Background: an optimization exercise with open tools, aiming at small area, a short achievable clock period and few clock cycles. Do not read the settings as production practice. Function was checked by simulation only, so behaviour that the tests miss may differ from the original. No activity file was given, so power comes from the tool's default toggle rates.

`design/flow/design.v`:
```
module qfu_sintab (
    input  wire [8:0]  addr,
    output reg  [15:0] data
);
    always @(*) begin
        case (addr)
            9'd0: data = 16'h0324;
            9'd1: data = 16'h0000;
            9'd2: data = 16'h0324;
            9'd3: data = 16'h0324;
            9'd4: data = 16'h0323;
            9'd5: data = 16'h0648;
            9'd6: data = 16'h0321;
            9'd7: data = 16'h096b;
            9'd8: data = 16'h031f;
            9'd9: data = 16'h0c8c;
            9'd10: data = 16'h031d;
            9'd11: data = 16'h0fab;
            9'd12: data = 16'h031a;
            9'd13: data = 16'h12c8;
            9'd14: data = 16'h0317;
            9'd15: data = 16'h15e2;
            9'd16: data = 16'h0313;
            9'd17: data = 16'h18f9;
            9'd18: data = 16'h030e;
            9'd19: data = 16'h1c0c;
            9'd20: data = 16'h030a;
            9'd21: data = 16'h1f1a;
            9'd22: data = 16'h0304;
            9'd23: data = 16'h2224;
            9'd24: data = 16'h02ff;
            9'd25: data = 16'h2528;
            9'd26: data = 16'h02f8;
            9'd27: data = 16'h2827;
            9'd28: data = 16'h02f2;
            9'd29: data = 16'h2b20;
            9'd30: data = 16'h02eb;
            9'd31: data = 16'h2e11;
            9'd32: data = 16'h02e3;
            9'd33: data = 16'h30fc;
            9'd34: data = 16'h02db;
            9'd35: data = 16'h33df;
            9'd36: data = 16'h02d3;
            9'd37: data = 16'h36bb;
            9'd38: data = 16'h02ca;
            9'd39: data = 16'h398d;
            9'd40: data = 16'h02c1;
            9'd41: data = 16'h3c57;
            9'd42: data = 16'h02b7;
            9'd43: data = 16'h3f18;
            9'd44: data = 16'h02ad;
            9'd45: data = 16'h41cf;
            9'd46: data = 16'h02a2;
            9'd47: data = 16'h447b;
            9'd48: data = 16'h0297;
            9'd49: data = 16'h471e;
            9'd50: data = 16'h028c;
            9'd51: data = 16'h49b5;
            9'd52: data = 16'h0280;
            9'd53: data = 16'h4c41;
            9'd54: data = 16'h0274;
            9'd55: data = 16'h4ec1;
            9'd56: data = 16'h0267;
            9'd57: data = 16'h5135;
            9'd58: data = 16'h025a;
            9'd59: data = 16'h539c;
            9'd60: data = 16'h024d;
            9'd61: data = 16'h55f6;
            9'd62: data = 16'h0240;
            9'd63: data = 16'h5844;
            9'd64: data = 16'h0232;
            9'd65: data = 16'h5a83;
            9'd66: data = 16'h0223;
            9'd67: data = 16'h5cb5;
            9'd68: data = 16'h0215;
            9'd69: data = 16'h5ed8;
            9'd70: data = 16'h0206;
            9'd71: data = 16'h60ed;
            9'd72: data = 16'h01f7;
            9'd73: data = 16'h62f3;
            9'd74: data = 16'h01e7;
            9'd75: data = 16'h64ea;
            9'd76: data = 16'h01d7;
            9'd77: data = 16'h66d1;
            9'd78: data = 16'h01c7;
            9'd79: data = 16'h68a8;
            9'd80: data = 16'h01b7;
            9'd81: data = 16'h6a6f;
            9'd82: data = 16'h01a6;
            9'd83: data = 16'h6c25;
            9'd84: data = 16'h0195;
            9'd85: data = 16'h6dcb;
            9'd86: data = 16'h0184;
            9'd87: data = 16'h6f60;
            9'd88: data = 16'h0172;
            9'd89: data = 16'h70e4;
            9'd90: data = 16'h0161;
            9'd91: data = 16'h7256;
            9'd92: data = 16'h014f;
            9'd93: data = 16'h73b7;
            9'd94: data = 16'h013d;
            9'd95: data = 16'h7506;
            9'd96: data = 16'h012b;
            9'd97: data = 16'h7643;
            9'd98: data = 16'h0118;
            9'd99: data = 16'h776d;
            9'd100: data = 16'h0106;
            9'd101: data = 16'h7886;
            9'd102: data = 16'h00f3;
            9'd103: data = 16'h798b;
            9'd104: data = 16'h00e0;
            9'd105: data = 16'h7a7e;
            9'd106: data = 16'h00cd;
            9'd107: data = 16'h7b5e;
            9'd108: data = 16'h00ba;
            9'd109: data = 16'h7c2b;
            9'd110: data = 16'h00a7;
            9'd111: data = 16'h7ce5;
            9'd112: data = 16'h0093;
            9'd113: data = 16'h7d8c;
            9'd114: data = 16'h0080;
            9'd115: data = 16'h7e1f;
            9'd116: data = 16'h006c;
            9'd117: data = 16'h7e9f;
            9'd118: data = 16'h0059;
            9'd119: data = 16'h7f0b;
            9'd120: data = 16'h0045;
            9'd121: data = 16'h7f63;
            9'd122: data = 16'h0031;
            9'd123: data = 16'h7fa8;
            9'd124: data = 16'h001e;
            9'd125: data = 16'h7fda;
            9'd126: data = 16'h000a;
            9'd127: data = 16'h7ff7;
            9'd128: data = 16'hfff6;
            9'd129: data = 16'h7fff;
            9'd130: data = 16'hffe2;
            9'd131: data = 16'h7ff7;
            9'd132: data = 16'hffcf;
            9'd133: data = 16'h7fda;
            9'd134: data = 16'hffbb;
            9'd135: data = 16'h7fa8;
            9'd136: data = 16'hffa7;
            9'd137: data = 16'h7f63;
            9'd138: data = 16'hff94;
            9'd139: data = 16'h7f0b;
            9'd140: data = 16'hff80;
            9'd141: data = 16'h7e9f;
            9'd142: data = 16'hff6d;
            9'd143: data = 16'h7e1f;
            9'd144: data = 16'hff59;
            9'd145: data = 16'h7d8c;
            9'd146: data = 16'hff46;
            9'd147: data = 16'h7ce5;
            9'd148: data = 16'hff33;
            9'd149: data = 16'h7c2b;
            9'd150: data = 16'hff20;
            9'd151: data = 16'h7b5e;
            9'd152: data = 16'hff0d;
            9'd153: data = 16'h7a7e;
            9'd154: data = 16'hfefa;
            9'd155: data = 16'h798b;
            9'd156: data = 16'hfee8;
            9'd157: data = 16'h7886;
            9'd158: data = 16'hfed5;
            9'd159: data = 16'h776d;
            9'd160: data = 16'hfec3;
            9'd161: data = 16'h7643;
            9'd162: data = 16'hfeb1;
            9'd163: data = 16'h7506;
            9'd164: data = 16'hfe9f;
            9'd165: data = 16'h73b7;
            9'd166: data = 16'hfe8e;
            9'd167: data = 16'h7256;
            9'd168: data = 16'hfe7c;
            9'd169: data = 16'h70e4;
            9'd170: data = 16'hfe6b;
            9'd171: data = 16'h6f60;
            9'd172: data = 16'hfe5a;
            9'd173: data = 16'h6dcb;
            9'd174: data = 16'hfe49;
            9'd175: data = 16'h6c25;
            9'd176: data = 16'hfe39;
            9'd177: data = 16'h6a6f;
            9'd178: data = 16'hfe29;
            9'd179: data = 16'h68a8;
            9'd180: data = 16'hfe19;
            9'd181: data = 16'h66d0;
            9'd182: data = 16'hfe09;
            9'd183: data = 16'h64e9;
            9'd184: data = 16'hfdfa;
            9'd185: data = 16'h62f3;
            9'd186: data = 16'hfdeb;
            9'd187: data = 16'h60ed;
            9'd188: data = 16'hfddd;
            9'd189: data = 16'h5ed8;
            9'd190: data = 16'hfdce;
            9'd191: data = 16'h5cb5;
            9'd192: data = 16'hfdc0;
            9'd193: data = 16'h5a83;
            9'd194: data = 16'hfdb3;
            9'd195: data = 16'h5844;
            9'd196: data = 16'hfda6;
            9'd197: data = 16'h55f6;
            9'd198: data = 16'hfd99;
            9'd199: data = 16'h539c;
            9'd200: data = 16'hfd8c;
            9'd201: data = 16'h5135;
            9'd202: data = 16'hfd80;
            9'd203: data = 16'h4ec1;
            9'd204: data = 16'hfd74;
            9'd205: data = 16'h4c41;
            9'd206: data = 16'hfd69;
            9'd207: data = 16'h49b5;
            9'd208: data = 16'hfd5e;
            9'd209: data = 16'h471e;
            9'd210: data = 16'hfd53;
            9'd211: data = 16'h447b;
            9'd212: data = 16'hfd49;
            9'd213: data = 16'h41cf;
            9'd214: data = 16'hfd3f;
            9'd215: data = 16'h3f18;
            9'd216: data = 16'hfd36;
            9'd217: data = 16'h3c57;
            9'd218: data = 16'hfd2d;
            9'd219: data = 16'h398d;
            9'd220: data = 16'hfd25;
            9'd221: data = 16'h36bb;
            9'd222: data = 16'hfd1d;
            9'd223: data = 16'h33df;
            9'd224: data = 16'hfd15;
            9'd225: data = 16'h30fc;
            9'd226: data = 16'hfd0e;
            9'd227: data = 16'h2e11;
            9'd228: data = 16'hfd08;
            9'd229: data = 16'h2b20;
            9'd230: data = 16'hfd01;
            9'd231: data = 16'h2827;
            9'd232: data = 16'hfcfc;
            9'd233: data = 16'h2528;
            9'd234: data = 16'hfcf6;
            9'd235: data = 16'h2224;
            9'd236: data = 16'hfcf2;
            9'd237: data = 16'h1f1a;
            9'd238: data = 16'hfced;
            9'd239: data = 16'h1c0c;
            9'd240: data = 16'hfce9;
            9'd241: data = 16'h18f9;
            9'd242: data = 16'hfce6;
            9'd243: data = 16'h15e2;
            9'd244: data = 16'hfce3;
            9'd245: data = 16'h12c8;
            9'd246: data = 16'hfce1;
            9'd247: data = 16'h0fab;
            9'd248: data = 16'hfcdf;
            9'd249: data = 16'h0c8c;
            9'd250: data = 16'hfcdd;
            9'd251: data = 16'h096b;
            9'd252: data = 16'hfcdc;
            9'd253: data = 16'h0648;
            9'd254: data = 16'hfcdc;
            9'd255: data = 16'h0324;
            9'd256: data = 16'hfcdc;
            9'd257: data = 16'h0000;
            9'd258: data = 16'hfcdc;
            9'd259: data = 16'hfcdc;
            9'd260: data = 16'hfcdd;
            9'd261: data = 16'hf9b8;
            9'd262: data = 16'hfcdf;
            9'd263: data = 16'hf695;
            9'd264: data = 16'hfce1;
            9'd265: data = 16'hf374;
            9'd266: data = 16'hfce3;
            9'd267: data = 16'hf055;
            9'd268: data = 16'hfce6;
            9'd269: data = 16'hed38;
            9'd270: data = 16'hfce9;
            9'd271: data = 16'hea1e;
            9'd272: data = 16'hfced;
            9'd273: data = 16'he707;
            9'd274: data = 16'hfcf2;
            9'd275: data = 16'he3f4;
            9'd276: data = 16'hfcf6;
            9'd277: data = 16'he0e6;
            9'd278: data = 16'hfcfc;
            9'd279: data = 16'hdddc;
            9'd280: data = 16'hfd01;
            9'd281: data = 16'hdad8;
            9'd282: data = 16'hfd08;
            9'd283: data = 16'hd7d9;
            9'd284: data = 16'hfd0e;
            9'd285: data = 16'hd4e0;
            9'd286: data = 16'hfd15;
            9'd287: data = 16'hd1ef;
            9'd288: data = 16'hfd1d;
            9'd289: data = 16'hcf04;
            9'd290: data = 16'hfd25;
            9'd291: data = 16'hcc21;
            9'd292: data = 16'hfd2d;
            9'd293: data = 16'hc945;
            9'd294: data = 16'hfd36;
            9'd295: data = 16'hc673;
            9'd296: data = 16'hfd3f;
            9'd297: data = 16'hc3a9;
            9'd298: data = 16'hfd49;
            9'd299: data = 16'hc0e8;
            9'd300: data = 16'hfd53;
            9'd301: data = 16'hbe31;
            9'd302: data = 16'hfd5e;
            9'd303: data = 16'hbb85;
            9'd304: data = 16'hfd69;
            9'd305: data = 16'hb8e2;
            9'd306: data = 16'hfd74;
            9'd307: data = 16'hb64b;
            9'd308: data = 16'hfd80;
            9'd309: data = 16'hb3bf;
            9'd310: data = 16'hfd8c;
            9'd311: data = 16'hb13f;
            9'd312: data = 16'hfd99;
            9'd313: data = 16'haecb;
            9'd314: data = 16'hfda6;
            9'd315: data = 16'hac64;
            9'd316: data = 16'hfdb3;
            9'd317: data = 16'haa0a;
            9'd318: data = 16'hfdc0;
            9'd319: data = 16'ha7bc;
            9'd320: data = 16'hfdce;
            9'd321: data = 16'ha57d;
            9'd322: data = 16'hfddd;
            9'd323: data = 16'ha34b;
            9'd324: data = 16'hfdeb;
            9'd325: data = 16'ha128;
            9'd326: data = 16'hfdfa;
            9'd327: data = 16'h9f13;
            9'd328: data = 16'hfe09;
            9'd329: data = 16'h9d0d;
            9'd330: data = 16'hfe19;
            9'd331: data = 16'h9b16;
            9'd332: data = 16'hfe29;
            9'd333: data = 16'h992f;
            9'd334: data = 16'hfe39;
            9'd335: data = 16'h9758;
            9'd336: data = 16'hfe49;
            9'd337: data = 16'h9591;
            9'd338: data = 16'hfe5a;
            9'd339: data = 16'h93db;
            9'd340: data = 16'hfe6b;
            9'd341: data = 16'h9235;
            9'd342: data = 16'hfe7c;
            9'd343: data = 16'h90a0;
            9'd344: data = 16'hfe8e;
            9'd345: data = 16'h8f1c;
            9'd346: data = 16'hfe9f;
            9'd347: data = 16'h8daa;
            9'd348: data = 16'hfeb1;
            9'd349: data = 16'h8c49;
            9'd350: data = 16'hfec3;
            9'd351: data = 16'h8afa;
            9'd352: data = 16'hfed5;
            9'd353: data = 16'h89bd;
            9'd354: data = 16'hfee8;
            9'd355: data = 16'h8893;
            9'd356: data = 16'hfefa;
            9'd357: data = 16'h877a;
            9'd358: data = 16'hff0d;
            9'd359: data = 16'h8675;
            9'd360: data = 16'hff20;
            9'd361: data = 16'h8582;
            9'd362: data = 16'hff33;
            9'd363: data = 16'h84a2;
            9'd364: data = 16'hff46;
            9'd365: data = 16'h83d5;
            9'd366: data = 16'hff59;
            9'd367: data = 16'h831b;
            9'd368: data = 16'hff6d;
            9'd369: data = 16'h8274;
            9'd370: data = 16'hff80;
            9'd371: data = 16'h81e1;
            9'd372: data = 16'hff94;
            9'd373: data = 16'h8161;
            9'd374: data = 16'hffa7;
            9'd375: data = 16'h80f5;
            9'd376: data = 16'hffbb;
            9'd377: data = 16'h809d;
            9'd378: data = 16'hffcf;
            9'd379: data = 16'h8058;
            9'd380: data = 16'hffe2;
            9'd381: data = 16'h8026;
            9'd382: data = 16'hfff6;
            9'd383: data = 16'h8009;
            9'd384: data = 16'h000a;
            9'd385: data = 16'h8000;
            9'd386: data = 16'h001e;
            9'd387: data = 16'h8009;
            9'd388: data = 16'h0031;
            9'd389: data = 16'h8026;
            9'd390: data = 16'h0045;
            9'd391: data = 16'h8058;
            9'd392: data = 16'h0059;
            9'd393: data = 16'h809d;
            9'd394: data = 16'h006c;
            9'd395: data = 16'h80f5;
            9'd396: data = 16'h0080;
            9'd397: data = 16'h8161;
            9'd398: data = 16'h0093;
            9'd399: data = 16'h81e1;
            9'd400: data = 16'h00a7;
            9'd401: data = 16'h8274;
            9'd402: data = 16'h00ba;
            9'd403: data = 16'h831b;
            9'd404: data = 16'h00cd;
            9'd405: data = 16'h83d5;
            9'd406: data = 16'h00e0;
            9'd407: data = 16'h84a2;
            9'd408: data = 16'h00f3;
            9'd409: data = 16'h8582;
            9'd410: data = 16'h0106;
            9'd411: data = 16'h8675;
            9'd412: data = 16'h0118;
            9'd413: data = 16'h877a;
            9'd414: data = 16'h012b;
            9'd415: data = 16'h8893;
            9'd416: data = 16'h013d;
            9'd417: data = 16'h89bd;
            9'd418: data = 16'h014f;
            9'd419: data = 16'h8afa;
            9'd420: data = 16'h0161;
            9'd421: data = 16'h8c49;
            9'd422: data = 16'h0172;
            9'd423: data = 16'h8daa;
            9'd424: data = 16'h0184;
            9'd425: data = 16'h8f1c;
            9'd426: data = 16'h0195;
            9'd427: data = 16'h90a0;
            9'd428: data = 16'h01a6;
            9'd429: data = 16'h9235;
            9'd430: data = 16'h01b7;
            9'd431: data = 16'h93db;
            9'd432: data = 16'h01c7;
            9'd433: data = 16'h9591;
            9'd434: data = 16'h01d7;
            9'd435: data = 16'h9758;
            9'd436: data = 16'h01e7;
            9'd437: data = 16'h9930;
            9'd438: data = 16'h01f7;
            9'd439: data = 16'h9b17;
            9'd440: data = 16'h0206;
            9'd441: data = 16'h9d0d;
            9'd442: data = 16'h0215;
            9'd443: data = 16'h9f13;
            9'd444: data = 16'h0223;
            9'd445: data = 16'ha128;
            9'd446: data = 16'h0232;
            9'd447: data = 16'ha34b;
            9'd448: data = 16'h0240;
            9'd449: data = 16'ha57d;
            9'd450: data = 16'h024d;
            9'd451: data = 16'ha7bc;
            9'd452: data = 16'h025a;
            9'd453: data = 16'haa0a;
            9'd454: data = 16'h0267;
            9'd455: data = 16'hac64;
            9'd456: data = 16'h0274;
            9'd457: data = 16'haecb;
            9'd458: data = 16'h0280;
            9'd459: data = 16'hb13f;
            9'd460: data = 16'h028c;
            9'd461: data = 16'hb3bf;
            9'd462: data = 16'h0297;
            9'd463: data = 16'hb64b;
            9'd464: data = 16'h02a2;
            9'd465: data = 16'hb8e2;
            9'd466: data = 16'h02ad;
            9'd467: data = 16'hbb85;
            9'd468: data = 16'h02b7;
            9'd469: data = 16'hbe31;
            9'd470: data = 16'h02c1;
            9'd471: data = 16'hc0e8;
            9'd472: data = 16'h02ca;
            9'd473: data = 16'hc3a9;
            9'd474: data = 16'h02d3;
            9'd475: data = 16'hc673;
            9'd476: data = 16'h02db;
            9'd477: data = 16'hc945;
            9'd478: data = 16'h02e3;
            9'd479: data = 16'hcc21;
            9'd480: data = 16'h02eb;
            9'd481: data = 16'hcf04;
            9'd482: data = 16'h02f2;
            9'd483: data = 16'hd1ef;
            9'd484: data = 16'h02f8;
            9'd485: data = 16'hd4e0;
            9'd486: data = 16'h02ff;
            9'd487: data = 16'hd7d9;
            9'd488: data = 16'h0304;
            9'd489: data = 16'hdad8;
            9'd490: data = 16'h030a;
            9'd491: data = 16'hdddc;
            9'd492: data = 16'h030e;
            9'd493: data = 16'he0e6;
            9'd494: data = 16'h0313;
            9'd495: data = 16'he3f4;
            9'd496: data = 16'h0317;
            9'd497: data = 16'he707;
            9'd498: data = 16'h031a;
            9'd499: data = 16'hea1e;
            9'd500: data = 16'h031d;
            9'd501: data = 16'hed38;
            9'd502: data = 16'h031f;
            9'd503: data = 16'hf055;
            9'd504: data = 16'h0321;
            9'd505: data = 16'hf374;
            9'd506: data = 16'h0323;
            9'd507: data = 16'hf695;
            9'd508: data = 16'h0324;
            9'd509: data = 16'hf9b8;
            9'd510: data = 16'h0324;
            9'd511: data = 16'hfcdc;
            default: data = 16'h0000;
        endcase
    end
endmodule
module qfu (
    input  wire        clk,
    input  wire        rst,           
    input  wire        host_valid,
    input  wire        host_we,
    input  wire [4:0]  host_addr,
    input  wire [31:0] host_wdata,
    output wire        host_ready,
    output reg  [31:0] host_rdata,
    output reg         mem_req,
    output reg         mem_we,
    output reg  [15:0] mem_addr,
    output reg  [15:0] mem_wdata,
    input  wire        mem_ready,
    input  wire [15:0] mem_rdata
);
    localparam [7:0] OP_LDI      = 8'h01,
                     OP_HI       = 8'h02,
                     OP_LO       = 8'h03,
                     OP_PACK     = 8'h04,
                     OP_CVT_N    = 8'h10,
                     OP_CVT_S    = 8'h11,
                     OP_CVT_1516 = 8'h12,
                     OP_CVT_Q15  = 8'h13,
                     OP_CVT_Q16  = 8'h14,
                     OP_ABS      = 8'h20,
                     OP_M1515    = 8'h21,
                     OP_M1516    = 8'h22,
                     OP_M151616  = 8'h23,
                     OP_M1616    = 8'h24,
                     OP_M3216    = 8'h25,
                     OP_M32U16   = 8'h26,
                     OP_M161616  = 8'h27,
                     OP_M1616U16 = 8'h28,
                     OP_M16161616= 8'h29,
                     OP_VMUL     = 8'h2A,
                     OP_DIV      = 8'h2B,
                     OP_INTERP   = 8'h30,
                     OP_LUT      = 8'h31,
                     OP_SIN      = 8'h40;
    localparam [2:0] S_IDLE   = 3'd0,
                     S_EXEC   = 3'd1,
                     S_DIV    = 3'd2,
                     S_VRD    = 3'd3,
                     S_VWR    = 3'd4,
                     S_LRD1   = 3'd5,
                     S_LRD2   = 3'd6;
    reg  [2:0]  state;
    reg         ill;
    reg  [31:0] cmd;
    reg  [31:0] regs [0:15];
    wire busy = (state != S_IDLE);
    wire host_nostall = (host_addr == 5'd17) || (host_addr > 5'd17) ||
                        (host_addr == 5'd16 && !host_we);
    assign host_ready = host_nostall || !busy;
    wire host_fire    = host_valid && host_ready;
    wire host_reg_wr  = host_fire && host_we && (host_addr < 5'd16);
    wire host_cmd_wr  = host_fire && host_we && (host_addr == 5'd16);
    always @(*) begin
        if (host_addr < 5'd16)
            host_rdata = regs[host_addr[3:0]];
        else if (host_addr == 5'd17)
            host_rdata = {30'd0, ill, busy};
        else
            host_rdata = 32'd0;
    end
    function legal_cmd(input [31:0] w);
        begin
            case (w[31:24])
                OP_LDI:                                    legal_cmd = (w[19:16] == 4'd0);
                OP_HI, OP_LO,
                OP_CVT_N, OP_CVT_S, OP_CVT_1516,
                OP_CVT_Q15, OP_CVT_Q16, OP_ABS, OP_SIN:    legal_cmd = (w[15:0] == 16'd0);
                OP_PACK,
                OP_M1515, OP_M1516, OP_M151616, OP_M1616,
                OP_M3216, OP_M32U16, OP_M161616,
                OP_M1616U16, OP_M16161616, OP_DIV,
                OP_LUT:                                    legal_cmd = (w[11:0] == 12'd0);
                OP_VMUL, OP_INTERP:                        legal_cmd = (w[7:0] == 8'd0);
                default:                                   legal_cmd = 1'b0;
            endcase
        end
    endfunction
    wire [7:0]  op   = cmd[31:24];
    wire [3:0]  rd   = cmd[23:20];
    wire [3:0]  ra   = cmd[19:16];
    wire [3:0]  rb   = cmd[15:12];
    wire [3:0]  rc   = cmd[11:8];
    wire [15:0] imm  = cmd[15:0];
    wire [31:0] xa = regs[ra];
    wire [31:0] xb = regs[rb];
    wire [31:0] xc = regs[rc];
    wire [15:0] cvt_n   = {xa[14:0], 1'b0};
    wire [15:0] cvt_s   = xa[15] ? 16'h0000 : {xa[14:0], 1'b0};
    wire [15:0] cvt_q15 = {1'b0, xa[15:1]};
    wire [15:0] cvt_q16 = (xa[31:16] == 16'h0000) ? xa[15:0] :
                          (xa[31] ? 16'h0000 : 16'hFFFF);
    wire [15:0] abs_r   = (xa[15:0] == 16'h8000) ? 16'h7FFF :
                          (xa[15] ? (16'd0 - xa[15:0]) : xa[15:0]);
    wire signed [31:0] p_1515   = $signed(xa[15:0]) * $signed(xb[15:0]);
    wire signed [32:0] p_1516   = $signed(xa[15:0]) * $signed({1'b0, xb[15:0]});
    wire signed [48:0] p_151616 = $signed(xa[15:0]) * $signed({1'b0, xb});
    wire        [31:0] p_1616   = xa[15:0] * xb[15:0];
    wire        [47:0] p_3216   = xa * xb[15:0];
    wire        [63:0] p_3232   = xa * xb;
    wire signed [16:0] int_d = $signed({xb[15], xb[15:0]}) - $signed({xa[15], xa[15:0]});
    wire signed [33:0] int_p = int_d * $signed({1'b0, xc[15:0]});
    wire signed [33:0] int_q = (int_p + 34'sd32768) >>> 16;
    wire        [15:0] int_r = xa[15:0] + int_q[15:0];
    wire [15:0] sin_slope, sin_icpt;
    qfu_sintab u_rom_s (.addr({xa[15:8], 1'b0}), .data(sin_slope));
    qfu_sintab u_rom_i (.addr({xa[15:8], 1'b1}), .data(sin_icpt));
    wire signed [24:0] sin_p = $signed(sin_slope) * $signed({1'b0, xa[7:0]});
    wire signed [24:0] sin_m = sin_p >>> 8;
    wire        [15:0] sin_r = sin_icpt + sin_m[15:0];
    reg [31:0] exec_res;
    always @(*) begin
        case (op)
            OP_LDI:       exec_res = {16'd0, imm};
            OP_HI:        exec_res = {16'd0, xa[31:16]};
            OP_LO:        exec_res = {16'd0, xa[15:0]};
            OP_PACK:      exec_res = {xa[15:0], xb[15:0]};
            OP_CVT_N:     exec_res = {16'd0, cvt_n};
            OP_CVT_S:     exec_res = {16'd0, cvt_s};
            OP_CVT_1516:  exec_res = {16'd0, xa[15:0]};
            OP_CVT_Q15:   exec_res = {16'd0, cvt_q15};
            OP_CVT_Q16:   exec_res = {16'd0, cvt_q16};
            OP_ABS:       exec_res = {16'd0, abs_r};
            OP_M1515:     exec_res = {16'd0, p_1515[30:15]};
            OP_M1516:     exec_res = {16'd0, p_1516[31:16]};
            OP_M151616:   exec_res = {16'd0, p_151616[31:16]};
            OP_M1616:     exec_res = {16'd0, p_1616[31:16]};
            OP_M3216:     exec_res = p_3216[47:16];
            OP_M32U16:    exec_res = p_3216[31:0];
            OP_M161616:   exec_res = p_3216[47:16];
            OP_M1616U16:  exec_res = p_3216[31:0];
            OP_M16161616: exec_res = p_3232[47:16];
            OP_INTERP:    exec_res = {16'd0, int_r};
            OP_SIN:       exec_res = {16'd0, sin_r};
            default:      exec_res = 32'd0;
        endcase
    end
    reg [31:0] div_q;        
    reg [16:0] div_r;        
    reg [15:0] div_d;
    reg [4:0]  div_cnt;
    wire [16:0] div_sh   = {div_r[15:0], div_q[31]};
    wire [17:0] div_diff = {1'b0, div_sh} - {2'b00, div_d};
    wire        div_ge   = !div_diff[17];
    reg [15:0] v_dst, v_src, v_s, v_len, v_i;
    wire signed [32:0] v_p = $signed(mem_rdata) * $signed({1'b0, v_s});
    reg [15:0] l_base;
    reg [7:0]  l_idx, l_w;
    reg [15:0] l_y1;
    wire signed [16:0] l_d = $signed({mem_rdata[15], mem_rdata}) - $signed({l_y1[15], l_y1});
    wire signed [25:0] l_p = l_d * $signed({1'b0, l_w});
    wire signed [25:0] l_q = (l_p + 26'sd128) >>> 8;
    wire        [15:0] l_r = l_y1 + l_q[15:0];
    always @(posedge clk) begin
        if (rst) begin
            state   <= S_IDLE;
            ill     <= 1'b0;
            mem_req <= 1'b0;
            mem_we  <= 1'b0;
        end else begin
            case (state)
                S_IDLE: begin
                    if (host_cmd_wr) begin
                        if (legal_cmd(host_wdata)) begin
                            cmd   <= host_wdata;
                            state <= S_EXEC;
                        end else begin
                            ill   <= 1'b1;
                        end
                    end
                end
                S_EXEC: begin
                    case (op)
                        OP_DIV: begin
                            div_q   <= {xa[15:0], 16'd0};
                            div_r   <= 17'd0;
                            div_d   <= xb[15:0];
                            div_cnt <= 5'd0;
                            state   <= S_DIV;
                        end
                        OP_VMUL: begin
                            v_dst    <= regs[rd][15:0];
                            v_src    <= xa[15:0];
                            v_s      <= xb[15:0];
                            v_len    <= xc[15:0];
                            v_i      <= 16'd0;
                            mem_req  <= 1'b1;
                            mem_we   <= 1'b0;
                            mem_addr <= xa[15:0];
                            state    <= S_VRD;
                        end
                        OP_LUT: begin
                            l_base   <= xa[15:0];
                            l_idx    <= xb[15:8];
                            l_w      <= xb[7:0];
                            mem_req  <= 1'b1;
                            mem_we   <= 1'b0;
                            mem_addr <= xa[15:0] + {8'd0, xb[15:8]};
                            state    <= S_LRD1;
                        end
                        default: begin
                            regs[rd] <= exec_res;
                            state    <= S_IDLE;
                        end
                    endcase
                end
                S_DIV: begin
                    div_q <= {div_q[30:0], div_ge};
                    div_r <= div_ge ? div_diff[16:0] : div_sh;
                    div_cnt <= div_cnt + 5'd1;
                    if (div_cnt == 5'd31) begin
                        regs[rd] <= {div_q[30:0], div_ge};
                        state    <= S_IDLE;
                    end
                end
                S_VRD: begin
                    if (mem_ready) begin
                        mem_we    <= 1'b1;
                        mem_addr  <= v_dst + v_i;
                        mem_wdata <= v_p[31:16];
                        state     <= S_VWR;
                    end
                end
                S_VWR: begin
                    if (mem_ready) begin
                        v_i <= v_i + 16'd1;
                        if (v_i + 16'd1 == v_len) begin
                            mem_req <= 1'b0;
                            mem_we  <= 1'b0;
                            state   <= S_IDLE;
                        end else begin
                            mem_we   <= 1'b0;
                            mem_addr <= v_src + v_i + 16'd1;
                            state    <= S_VRD;
                        end
                    end
                end
                S_LRD1: begin
                    if (mem_ready) begin
                        l_y1     <= mem_rdata;
                        mem_addr <= l_base + {8'd0, l_idx} + 16'd1;
                        state    <= S_LRD2;
                    end
                end
                S_LRD2: begin
                    if (mem_ready) begin
                        regs[rd] <= {16'd0, l_r};
                        mem_req  <= 1'b0;
                        state    <= S_IDLE;
                    end
                end
                default: state <= S_IDLE;
            endcase
            if (host_reg_wr)
                regs[host_addr[3:0]] <= host_wdata;
        end
    end
endmodule
```
`design/flow/config.mk`:
```
export PLATFORM = sky130hd
export DESIGN_NAME = qfu
export DESIGN_NICKNAME = qfu
export VERILOG_FILES = /design/flow/design.v
export SDC_FILE = /design/flow/constraint.sdc
export NUM_CORES = 4
export LEC_CHECK = 0
export CAP_MARGIN = 20
export CORE_MARGIN = 2
export CORE_UTILIZATION = 40
export PLACE_DENSITY = 0.6
export SLEW_MARGIN = 20
export SYNTH_MEMORY_MAX_BITS = 8192
```
`design/flow/constraint.sdc`:
```
create_clock -name core_clock -period 14.0 [get_ports {clk}]
set_input_delay 2.8000 -clock core_clock [delete_from_list [all_inputs] [get_ports {clk}]]
set_output_delay 2.8000 -clock core_clock [all_outputs]
set_load 0.01 [all_outputs]
```
`design/flow/run.sh`:
```
#!/bin/bash
# synth_recipe.tcl (not shown) runs the flow's synth.tcl, then flattens the netlist and writes it again
# the make line also repeats each setting of config.mk as NAME=value (left out here)
make -C /OpenROAD-flow-scripts/flow DESIGN_CONFIG=/design/flow/config.mk WORK_HOME=/design/flow/orfs CLKGATE_MAP_FILE= SYNTH_SCRIPT=/design/flow/synth_recipe.tcl finish
```
==> results.py <==
metrics = {
    "outcome": {
        "status": "no timing/DRC/antenna violations",
    },
    "route": {
        "detail_route.wl_per_cell_microns": 29.4,
        "drtIter0Drc": 13800,
        "vias": 108000,
        "antenna_left": 0,
        "vias_per_cell": 5.82,
        "drc": 0,
        "dr.pass1.iters": 9,
        "drt-total-wl_mm": 549,
    },
    "synth": {
        "netlist.area_leader.share": 0.334,
        "syn-cell-area_sq_um": 140000,
        "ys_types": 99,
        "ys_seq_area_frac": 0.168,
        "synth_flop_cell": "edfxtp_1",
        "syn-instance-count": 13800,
        "synth_area_leaders": "fa_1 (33%), edfxtp_1 (17%), mux4_2 (9.2%)",
        "synth_nets": 17200,
        "yosys-top-cells-count": "inv_1 (3079), fa_1 (2336), nand2_1 (1364)",
        "synth_most_common_cell": "inv_1",
        "avgSynthCellArea_sq_um": 10.1,
        "ys_seq_elements": 791,
        "netlist.top_cell.by_area": "fa_1",
        "synth-edff-count": 773,
        "async_flop_share": 0,
        "yosys_warnings": 2,
    },
    "worst_setup_path": {
        "crit_path_max_fanout": 34,
        "crit_type": "reg2reg",
        "arrival_ns": 13.92,
        "start_kind": "register",
        "max_stage_delay_ns": 0.59,
        "worst_setup_path_end_kind": "register",
        "slowest_stage": "buf_4",
        "cp_common_cell": "a21o_1",
        "cp_data_required_time_ns": 14.49,
    },
    "timing": {
        "hold_violations": 0,
        "worst_pin_slew_ns": 1.39,
        "report.final.slew_viol_count": 0,
        "skew_ns": 0.0704,
        "fmax_mhz": 74.5,
        "setup_violations": 0,
        "max_slew_margin": 0.0735,
        "fin_crit_sh": 0.959,
        "min_period_ns": 13.43,
    },
    "global_route": {
        "grt_pass1_vias": 112000,
        "gr-max-usage-layer": "met2",
        "met1_usage": 0.395,
        "grt_pass1_wl_mm": 797,
        "grt_usage": 0.312,
        "grt_use_met3": 0.0925,
        "grt_antenna_before_repair": 44,
        "overflow": 0,
        "use_met2": 0.466,
        "grt_max_degree": 87,
    },
    "run": {
        "cap_violations": 0,
    },
    "clock_network": {
        "clkTransAtPathRegs_ns": 0.07,
        "clock_latency_ns": 0.88,
        "clockRootBuffer": "clkbuf_16",
        "cts_tree": "done",
        "cts.sinks": 791,
        "clk_path_buf_depth": 4,
        "numCtsBuffers": 99,
        "cts_max_level": 3,
    },
    "floorplan": {
        "ios": 125,
        "coreArea_sq_um": 349000,
        "die_x_microns": 596,
        "dieArea_sq_um": 355000,
        "rows": 217,
        "start_util": 0.401,
        "die_y_microns": 596,
    },
    "finish": {
        "nFillCells": 33200,
        "postLayoutCellArea_sq_um": 153000,
        "area_growth_pct": 9.23,
        "drive_above_1_share": 0.107,
        "layout.nets": 17400,
    },
    "pwr": {
        "seq_power_share": 0.274,
        "p_leak_nw": 70.4,
        "pwr_density_cell_nw_per_um2": 62.4,
        "p_sw_mw": 3.77,
        "comb_power_share": 0.434,
        "total_power_mw": 9.54,
        "irDropWorstVdd_mv": 0.274,
        "sw_frac_of_total": 0.395,
        "pwr-share-clk": 0.292,
        "internal-power_mw": 5.77,
    },
    "place": {
        "post_dp_cell_area_sq_um": 149000,
        "numPortBuffers": 124,
        "place_congestion": 1.07,
        "dpl.hpwl_mm": 422,
    },
    "worst_hold_path": {
        "min_path_type": "reg2reg",
    },
}
critical path: cells and delay by family (launching register included):
kind / cells / cell delay (ns)
compound gates: 25 / 4.74
xor+xnor: 2 / 0.51
fa+ha+maj: 8 / 3.29
buf+inv: 7 / 1.45
flops: 1 / 0.49
mux: 2 / 0.69
simple gates: 11 / 1.77
cell type report:
cell class | instances | area, sq um | share of cell area
Timing Repair Buffer | 649 | 5520 | 0.0361
Multi-Input combinational cell | 9301 | 103000 | 0.673
Tap cell | 4599 | 5750 | 0.0376
Clock buffer | 112 | 2550 | 0.0166
Antenna cell | 24 | 60.1 | 0.000393
Inverter | 3095 | 11600 | 0.0760
Sequential cell | 791 | 23600 | 0.154
Clock inverter | 68 | 857 | 0.00560
cell usage in the layout, fill, tap and decap left out, drive strengths merged, types with 60 or more instances in the layout:
cell	instances
inv	3098
xnor2	301
mux4	576
mux2i	91
edfxtp	773
o21ai	404
nand2	1365
fa	2336
nor2	928
a21oi	401
ha	1019
a21o	116
nor3	127
nand2b	84
mux2	60
xor2	135
clkdlybuf4s50	120
nand3	103
clkbuf	112
and2	287
a31oi	70
a221oi	60
buf	529
power by group through the flow:
stage | Combinational [mW] | Clock (mW) | Sequential (mW)
after floorplan | 2.41 | 0 | 2.67
after global placement | 4.02 | 0 | 2.67
after detailed placement | 4.03 | 0 | 2.67
after CTS | 4.07 | 2.80 | 2.62
after global routing | 4.49 | 2.89 | 2.61
final | 4.14 | 2.78 | 2.62
state kept, by name (all words and copies together) (netlist names), 16 cells and up, named ones only:
register,count
cmd,32
div_d,16
div_q,32
div_r,16
l_base,16
l_y1,16
mem_addr,16
mem_wdata,16
regs,512
v_dst,16
v_i,16
v_len,16
v_s,16
v_src,16
per-layer routing:
layer	wire length, microns	vias to the layer above
met2	238000	6580
met3	67800	1574
met4	42400	28
li1	-	45000
met5	169	-
met1	200000	55300
cell families (layout without fill, tap and decap cells):
group | count (synthesis) | in the layout | synth area share
flops | 791 | 791 | 0.168
other cells | 0 | 24 | 0
compound gates | 1632 | 1632 | 0.0761
xor+xnor | 436 | 436 | 0.0273
mux | 727 | 727 | 0.104
simple gates | 3151 | 3151 | 0.0985
buf+inv | 3721 | 3924 | 0.101
fa+ha+maj | 3355 | 3355 | 0.425
stage by stage:
step                      hold slack, ns  setup WS [ns]  setup TNS [ns]  utilization  std cells
after floorplan                    0.408         0.0511               0            -      13800
after global placement             0.439          0.144               0        0.428      18400
after detailed placement           0.430         0.0598               0        0.428      18400
after CTS                          0.449         0.0412               0        0.438      18600
after global routing               0.486        -0.0858           -4.10        0.438      18600
final                              0.450          0.570               0        0.438      18600
worst paths after layout:
| kind | startpoint | to | slack (ns) | depth (start not counted) |
|---|---|---|---|---|
| min reg2reg | cmd[17] | register | 0.45 | 2 |
| max | register | regs[5][12] | 0.57 | 55 |
| max reg2reg | register | regs[5][12] | 0.57 | 55 |
| min | cmd[17] | register | 0.45 | 2 |
repair_timing:
| action | CTS | global route |
|---|---|---|
| endpoints found under the setup margin | 0 | 208 |
| hold buffers | 0 | 0 |
| buffers inserted | 0 | 3 |
| gates resized for setup | 0 | 30 |
Testbench counts, summed over its fixed seeds: cycles 13,996.

-- what the ideal ports hide --
No port has a modelled driver above. Below, the same layout with a new extraction and two added sets of constraints. Step 1 sets driving cells, clkbuf_16 on the clock port and buf_2 on the other inputs (assumed; they add their load-dependent delay and slew). Step 2 times the ports against the registers' clock, not the clock port: input delays grow and output delays shrink by t, the midpoint of the rising clock arrivals with the driver on. a / b / c = ideal ports / drivers / drivers and shift; a / b = the first two.
shift t [ns]: 0.919
slack for setup (ns): 0.570 / 0.570 / 0.216
clock arrival spread, ns: 0.071 / 0.071
worst data-port slew with drivers (ns): 0.22
After both steps this run still meets setup and hold. The setup slack of this run moves by 0.000 ns with the drivers and by -0.354 ns with both steps.
